From an optimization exercise on the open Yosys and OpenROAD flow, aimed at small area, a short achievable clock period and few clock cycles per item; shortcuts taken in it are not production practice. Where RTL was checked, it was by simulation tests only, not by an equivalence proof against the original. No activity file was given, so power comes from the tool's default toggle rates.

==> flow/design.v (excerpt) <==
module ams_frame_encoder (
    input  wire        clk,
    input  wire        rst,
    input  wire        in_valid,
    output wire        in_ready,
    input  wire        in_clear,
    input  wire        in_stream,      
    input  wire [15:0] in_year,
    input  wire [7:0]  in_month,
    input  wire [7:0]  in_day,
    input  wire [7:0]  in_wday,
    input  wire [7:0]  in_hour,
    input  wire [7:0]  in_minute,
    input  wire [7:0]  in_second,
    input  wire [31:0] in_p,
    input  wire [31:0] in_po,
    input  wire [31:0] in_q,
    input  wire [31:0] in_qo,
    input  wire [31:0] in_i1,
    input  wire [31:0] in_i2,
    input  wire [31:0] in_i3,
    input  wire [15:0] in_u1,
    input  wire [15:0] in_u2,
    input  wire [15:0] in_u3,
    input  wire [31:0] in_tpi,
    input  wire [31:0] in_tpo,
    input  wire [31:0] in_tqi,
    input  wire [31:0] in_tqo,
    output wire        out_valid,
    input  wire        out_ready,
    output wire [7:0]  out_data,
    output wire        out_last
);
    reg        v0, v1;
    reg [15:0] l0_y;
    reg [7:0]  l0_mo, l0_d, l0_w, l0_h, l0_mi;
    reg [4:0]  l0_q;
    reg [15:0] l1_y;
    reg [7:0]  l1_mo, l1_d, l1_w, l1_h;
    wire [4:0] sec_q = in_second / 8'd10;
    wire [7:0] l0_s = {3'd0, l0_q} * 8'd10;
    wire e0_a = v0 && ({in_year, in_month, in_day} == {l0_y, l0_mo, l0_d});
  ...
export LEC_CHECK = 0
export CAP_MARGIN = 20
export CORE_MARGIN = 2
export CORE_UTILIZATION = 40
export SLEW_MARGIN = 20
create_clock -name core_clock -period 10.0 [get_ports {clk}]
standard.sh (not shown) runs the stock make flow with config.mk's settings and CLKGATE_MAP_FILE= SYNTH_SCRIPT=/design/flow/synth_recipe.tcl, a recipe that flattens the netlist after the stock synthesis.
==> flow/flow/run.sh <==
#!/bin/bash
set -euo pipefail
export BUFFER_PORTS_ARGS="-buffer_cell sky130_fd_sc_hd__buf_1"
export SETUP_SLACK_MARGIN=7
bash standard.sh finish > standard_flow.log 2>&1
Then changed:
--- a/flow/design.v
+++ b/flow/design.v
@@ -27,39 +27,48 @@
     input  wire [31:0] in_tqi,
     input  wire [31:0] in_tqo,
     output wire        out_valid,
     input  wire        out_ready,
     output wire [7:0]  out_data,
     output wire        out_last
 );
     reg        v0, v1;
     reg [15:0] l0_y;
     reg [7:0]  l0_mo, l0_d, l0_w, l0_h, l0_mi;
-    reg [4:0]  l0_q;
+    reg [7:0]  l0_sr;
     reg [15:0] l1_y;
     reg [7:0]  l1_mo, l1_d, l1_w, l1_h;
-    wire [4:0] sec_q = in_second / 8'd10;
-    wire [7:0] l0_s = {3'd0, l0_q} * 8'd10;
-    wire e0_a = v0 && ({in_year, in_month, in_day} == {l0_y, l0_mo, l0_d});
-    wire e1_a = v1 && ({in_year, in_month, in_day} == {l1_y, l1_mo, l1_d});
-    wire e0_b = {in_wday, in_hour, in_minute} == {l0_w, l0_h, l0_mi};
-    wire e1_b = {in_wday, in_hour} == {l1_w, l1_h};
-    wire e0_c = sec_q == l0_q;
-    wire [2:0] n_pt = in_stream ? {e1_a, e1_b, 1'b1} : {e0_a, e0_b, e0_c};
+    reg  [4:0] l0_q;
+    reg  [7:0] l0_s;
+    reg  [8:0] l0_s9;
+    always @(posedge clk) begin
+        l0_q  <= l0_sr / 8'd10;
+        l0_s  <= {3'd0, l0_q} * 8'd10;
+        l0_s9 <= {4'd0, l0_q} * 9'd10 + 9'd9;
+    end
+    wire e0_y  = in_year == l0_y;
+    wire e1_y  = in_year == l1_y;
+    wire e0_md = {in_month, in_day} == {l0_mo, l0_d};
+    wire e1_md = {in_month, in_day} == {l1_mo, l1_d};
+    wire e0_wh = {in_wday, in_hour} == {l0_w, l0_h};
+    wire e1_wh = {in_wday, in_hour} == {l1_w, l1_h};
+    wire e0_ms = v0 && (in_minute == l0_mi) && (in_second >= l0_s) && ({1'b0, in_second} <= l0_s9);
+    wire [3:0] n_pt = in_stream ? {e1_y, e1_md, e1_wh, v1}
+                                : {e0_y, e0_md, e0_wh, e0_ms};
     reg       in_rdy;
     reg       ld_rdy;          
     reg       act;             
     reg       c_str, c_clr;
-    reg [2:0] c_pt;
+    reg [3:0] c_pt;
     reg       p_v;             
     reg       p_str, p_clr;
-    reg [2:0] p_pt;
+    reg [3:0] p_pt;
     wire c_dup = &c_pt;
     wire c_sgl = c_clr | c_dup;        
     wire c_sup = !c_clr & c_dup;       
     wire p_sgl = p_clr | (&p_pt);
     assign in_ready = in_rdy;
     wire accept = in_valid && in_rdy;
     wire push = act && (!out_v || out_ready);
     reg  [8:0] pos;
     wire [4:0] blk  = pos[8:4];
     wire [3:0] off  = pos[3:0];
@@ -219,21 +228,20 @@
     wire [15:0] crc_f = crc_pend ? crc_upd : crc;
     wire [7:0] byte_o = ({8{pre}} & pre_c)
                       | ({8{mid}} & mid_c)
                       | ({8{ent}} & ent_b)
                       | ({8{is_dt}} & head)
                       | ({8{tr & ~off[1] & ~off[0]}} & ~crc_f[7:0])
                       | ({8{tr & ~off[1] &  off[0]}} & ~crc[15:8])
                       | ({8{tr & off[1]}} & 8'h7E)
                       | {7'd0, (pos == 9'd0) & c_sup};
     wire cur_last = c_sgl || (tr && off[1]);
-    wire cov      = (pos[8:2] != 7'd0) && !tr;     
     wire a_done   = push && cur_last;
     wire start_c  = accept && (!act || a_done);    
     function [15:0] crc16_byte;
         input [15:0] c_in;
         input [7:0]  d;
         integer k;
         reg [15:0] c;
         begin
             c = c_in ^ {8'h00, d};
             for (k = 0; k < 8; k = k + 1) begin
@@ -251,23 +259,22 @@
     reg [7:0] crc_d;           
     assign crc_upd = crc16_byte(crc, crc_d);
     always @(posedge clk) begin
         if (rst)
             out_v <= 1'b0;
         else if (!out_v || out_ready)
             out_v <= act;
         if (push) begin
             out_d <= byte_o;
             out_l <= cur_last;
-        end
-        if (push && cov)
             crc_d <= byte_o;
+        end
     end
     always @(posedge clk) begin
         if (rst) begin
             act    <= 1'b0;
             p_v    <= 1'b0;
             in_rdy <= 1'b1;
             ld_rdy <= 1'b1;
             v0     <= 1'b0;
             v1     <= 1'b0;
         end else begin
@@ -311,25 +318,25 @@
             pos <= jump ? {blk + 5'd1, 4'd0} : pos + 9'd1;
     end
     always @(posedge clk) begin
         if (accept && !in_clear) begin
             if (in_stream) begin
                 l1_y <= in_year; l1_mo <= in_month; l1_d <= in_day;
                 l1_w <= in_wday; l1_h <= in_hour;
             end else begin
                 l0_y <= in_year; l0_mo <= in_month; l0_d <= in_day;
                 l0_w <= in_wday; l0_h <= in_hour; l0_mi <= in_minute;
-                l0_q <= sec_q;
+                l0_sr <= in_second;
             end
         end
     end
     always @(posedge clk) begin
         if (ld_rdy)
             ch <= {in_p, in_po, in_q, in_qo, in_i1, in_i2, in_i3,
                    in_u1, in_u2, in_u3, in_tpi, in_tpo, in_tqi, in_tqo};
-        crc_pend <= push && cov;
+        crc_pend <= push && (pos[8:2] != 7'd0) && !tr;
         if (!act || a_done)
             crc <= 16'hFFFF;
         else if (crc_pend)
             crc <= crc_upd;
     end
 endmodule
=>
- total power increases by 1.7%
- register-to-register slack barely changes
- design area is lower by 1.3%
- wire length hardly moves
- setup slack gains 0.050 ns
- die area increases by 0.95%
Testbench counts after the change, summed over its fixed seeds: cycles 73,138, items 512.
Function not checked in the first run of this note: the RTL went through the layout flow alone.

---

ams_frame_encoder, a different RTL version from the one above (not shown whole).
For scale: ~1,800 cells after synthesis, roughly 590 flip-flops, about 480 I/O pins, roughly 0.026 sq mm of cells after synthesis.
clock: 10.0 ns
lec_check: 0
cap_margin: 20
core_margin: 2
core_utilization: 40
slew_margin: 20
Scripts as last shown in full above: flow/flow/run.sh
Then changed:
--- a/flow/design.v
+++ b/flow/design.v
@@ -46,25 +46,24 @@
         l0_s9 <= {4'd0, l0_q} * 9'd10 + 9'd9;
     end
     wire e0_y  = in_year == l0_y;
     wire e1_y  = in_year == l1_y;
     wire e0_md = {in_month, in_day} == {l0_mo, l0_d};
     wire e1_md = {in_month, in_day} == {l1_mo, l1_d};
     wire e0_wh = {in_wday, in_hour} == {l0_w, l0_h};
     wire e1_wh = {in_wday, in_hour} == {l1_w, l1_h};
     wire e0_ms = v0 && (in_minute == l0_mi) && (in_second >= l0_s) && ({1'b0, in_second} <= l0_s9);
     wire [3:0] n_pt = in_stream ? {e1_y, e1_md, e1_wh, v1}
                                 : {e0_y, e0_md, e0_wh, e0_ms};
     reg       in_rdy;
-    reg       ld_rdy;          
     reg       act;             
     reg       c_str, c_clr;
     reg [3:0] c_pt;
     reg       p_v;             
     reg       p_str, p_clr;
     reg [3:0] p_pt;
     wire c_dup = &c_pt;
     wire c_sgl = c_clr | c_dup;        
     wire c_sup = !c_clr & c_dup;       
     wire p_sgl = p_clr | (&p_pt);
     assign in_ready = in_rdy;
     wire accept = in_valid && in_rdy;
@@ -226,91 +225,85 @@
     reg        crc_pend;
     wire [15:0] crc_upd;
     wire [15:0] crc_f = crc_pend ? crc_upd : crc;
     wire [7:0] byte_o = ({8{pre}} & pre_c)
                       | ({8{mid}} & mid_c)
                       | ({8{ent}} & ent_b)
                       | ({8{is_dt}} & head)
                       | ({8{tr & ~off[1] & ~off[0]}} & ~crc_f[7:0])
                       | ({8{tr & ~off[1] &  off[0]}} & ~crc[15:8])
                       | ({8{tr & off[1]}} & 8'h7E)
                       | {7'd0, (pos == 9'd0) & c_sup};
     wire cur_last = c_sgl || (tr && off[1]);
-    wire cov      = (pos[8:2] != 7'd0) && !tr;     
     wire a_done   = push && cur_last;
     wire start_c  = accept && (!act || a_done);    
     function [15:0] crc16_byte;
         input [15:0] c_in;
         input [7:0]  d;
         integer k;
         reg [15:0] c;
         begin
             c = c_in ^ {8'h00, d};
             for (k = 0; k < 8; k = k + 1) begin
                 if (c[0]) c = (c >> 1) ^ 16'h8408;
                 else      c = c >> 1;
             end
             crc16_byte = c;
         end
     endfunction
     reg       out_v, out_l;
     reg [7:0] out_d;
     assign out_valid = out_v;
     assign out_data  = out_d;
     assign out_last  = out_l;
-    reg [7:0] crc_d;           
-    assign crc_upd = crc16_byte(crc, crc_d);
+    assign crc_upd = crc16_byte(crc, out_d);
     always @(posedge clk) begin
         if (rst)
             out_v <= 1'b0;
         else if (!out_v || out_ready)
             out_v <= act;
         if (push) begin
             out_d <= byte_o;
             out_l <= cur_last;
         end
-        if (push && cov)
-            crc_d <= byte_o;
     end
     always @(posedge clk) begin
         if (rst) begin
             act    <= 1'b0;
             p_v    <= 1'b0;
             in_rdy <= 1'b1;
-            ld_rdy <= 1'b1;
             v0     <= 1'b0;
             v1     <= 1'b0;
         end else begin
             if (start_c) begin
                 act   <= 1'b1;
                 c_str <= in_stream;
                 c_clr <= in_clear;
                 c_pt  <= n_pt;
             end else if (a_done) begin
                 act   <= p_v;
                 c_str <= p_str;
                 c_clr <= p_clr;
                 c_pt  <= p_pt;
             end
             if (accept && !start_c) begin
                 p_v   <= 1'b1;
                 p_str <= in_stream;
                 p_clr <= in_clear;
                 p_pt  <= n_pt;
             end else if (a_done) begin
                 p_v <= 1'b0;
             end
             in_rdy <= !accept && (a_done ? (!p_v || p_sgl)
                                          : (!p_v && (!act || c_sgl || tr)));
-            ld_rdy <= !accept && (!p_v || p_sgl) && (a_done || !act || c_sgl || tr);
             if (accept) begin
                 if (in_clear) begin
                     v0 <= 1'b0;
                     v1 <= 1'b0;
                 end else if (in_stream)
                     v1 <= 1'b1;
                 else
                     v0 <= 1'b1;
             end
         end
     end
     always @(posedge clk) begin
@@ -323,22 +316,22 @@
         if (accept && !in_clear) begin
             if (in_stream) begin
                 l1_y <= in_year; l1_mo <= in_month; l1_d <= in_day;
                 l1_w <= in_wday; l1_h <= in_hour;
             end else begin
                 l0_y <= in_year; l0_mo <= in_month; l0_d <= in_day;
                 l0_w <= in_wday; l0_h <= in_hour; l0_mi <= in_minute;
                 l0_sr <= in_second;
             end
         end
     end
     always @(posedge clk) begin
-        if (ld_rdy)
+        if (in_rdy)
             ch <= {in_p, in_po, in_q, in_qo, in_i1, in_i2, in_i3,
                    in_u1, in_u2, in_u3, in_tpi, in_tpo, in_tqi, in_tqo};
-        crc_pend <= push && cov;
+        crc_pend <= push && (pos[8:2] != 7'd0) && !tr;
         if (!act || a_done)
             crc <= 16'hFFFF;
         else if (crc_pend)
             crc <= crc_upd;
     end
 endmodule
- The changed run passed the timing, DRC and antenna checks
- core utilization went down by 1.4 points
- via count is about the same
- first-iteration DRC count went up by 1.0%
- synthesized cell count went up by 4.1%
- wire length went down by 2.5%
- count of clock-buffer cells in the layout went down by 2
- worst hold slack is better by 11 ps
- combinational power hardly moves
- worst setup slack is worse by 94 ps
- sequential power went down by about 2%
- design area went down by 1.3%
- cell count went up by 1.1%
- clock power went down by about 3%
No functional check of the RTL was part of any run of this note.

## afterwards: timing with drivers on the ports
How much do the figures lean on ideal ports? The routed layouts below were timed once more, with nothing changed but the port constraints. Step 1 (the two cells are an assumption about what drives the block):
set clk [get_ports {clk}]
set_driving_cell -lib_cell sky130_fd_sc_hd__clkbuf_16 $clk
set_driving_cell -lib_cell sky130_fd_sc_hd__buf_2 [delete_from_list [all_inputs] $clk]
Step 2 moves the port delays by t, midway between the first and last clock arrival at a register: inputs arrive t later, outputs are due t later. That takes back most of the time a late clock gives input paths. a / b / c = no drivers / after step 1 / after step 2; a / b = the first two.
run | shift t [ns] | setup slack, ns | hold slack, ns | worst slew at a driven data input, ns
the first run of note 1 | 0.694 | 6.632 / 6.622 / 5.947 | 0.537 / 0.537 / 0.537 | 0.17
the second run of note 1 | 0.710 | 6.681 / 6.612 / 6.129 | 0.363 / 0.363 / 0.363 | 0.18
the first run of note 2 | 0.679 | 6.695 / 6.673 / 6.141 | 0.357 / 0.357 / 0.357 | 0.17
the second run of note 2 | 0.685 | 6.601 / 6.534 / 6.161 | 0.368 / 0.368 / 0.368 | 0.15
After both steps setup and hold are still met in every run listed. For the first run of note 1, which loses most, drivers alone change the setup slack by -0.010 ns; drivers and shift together by -0.685 ns.
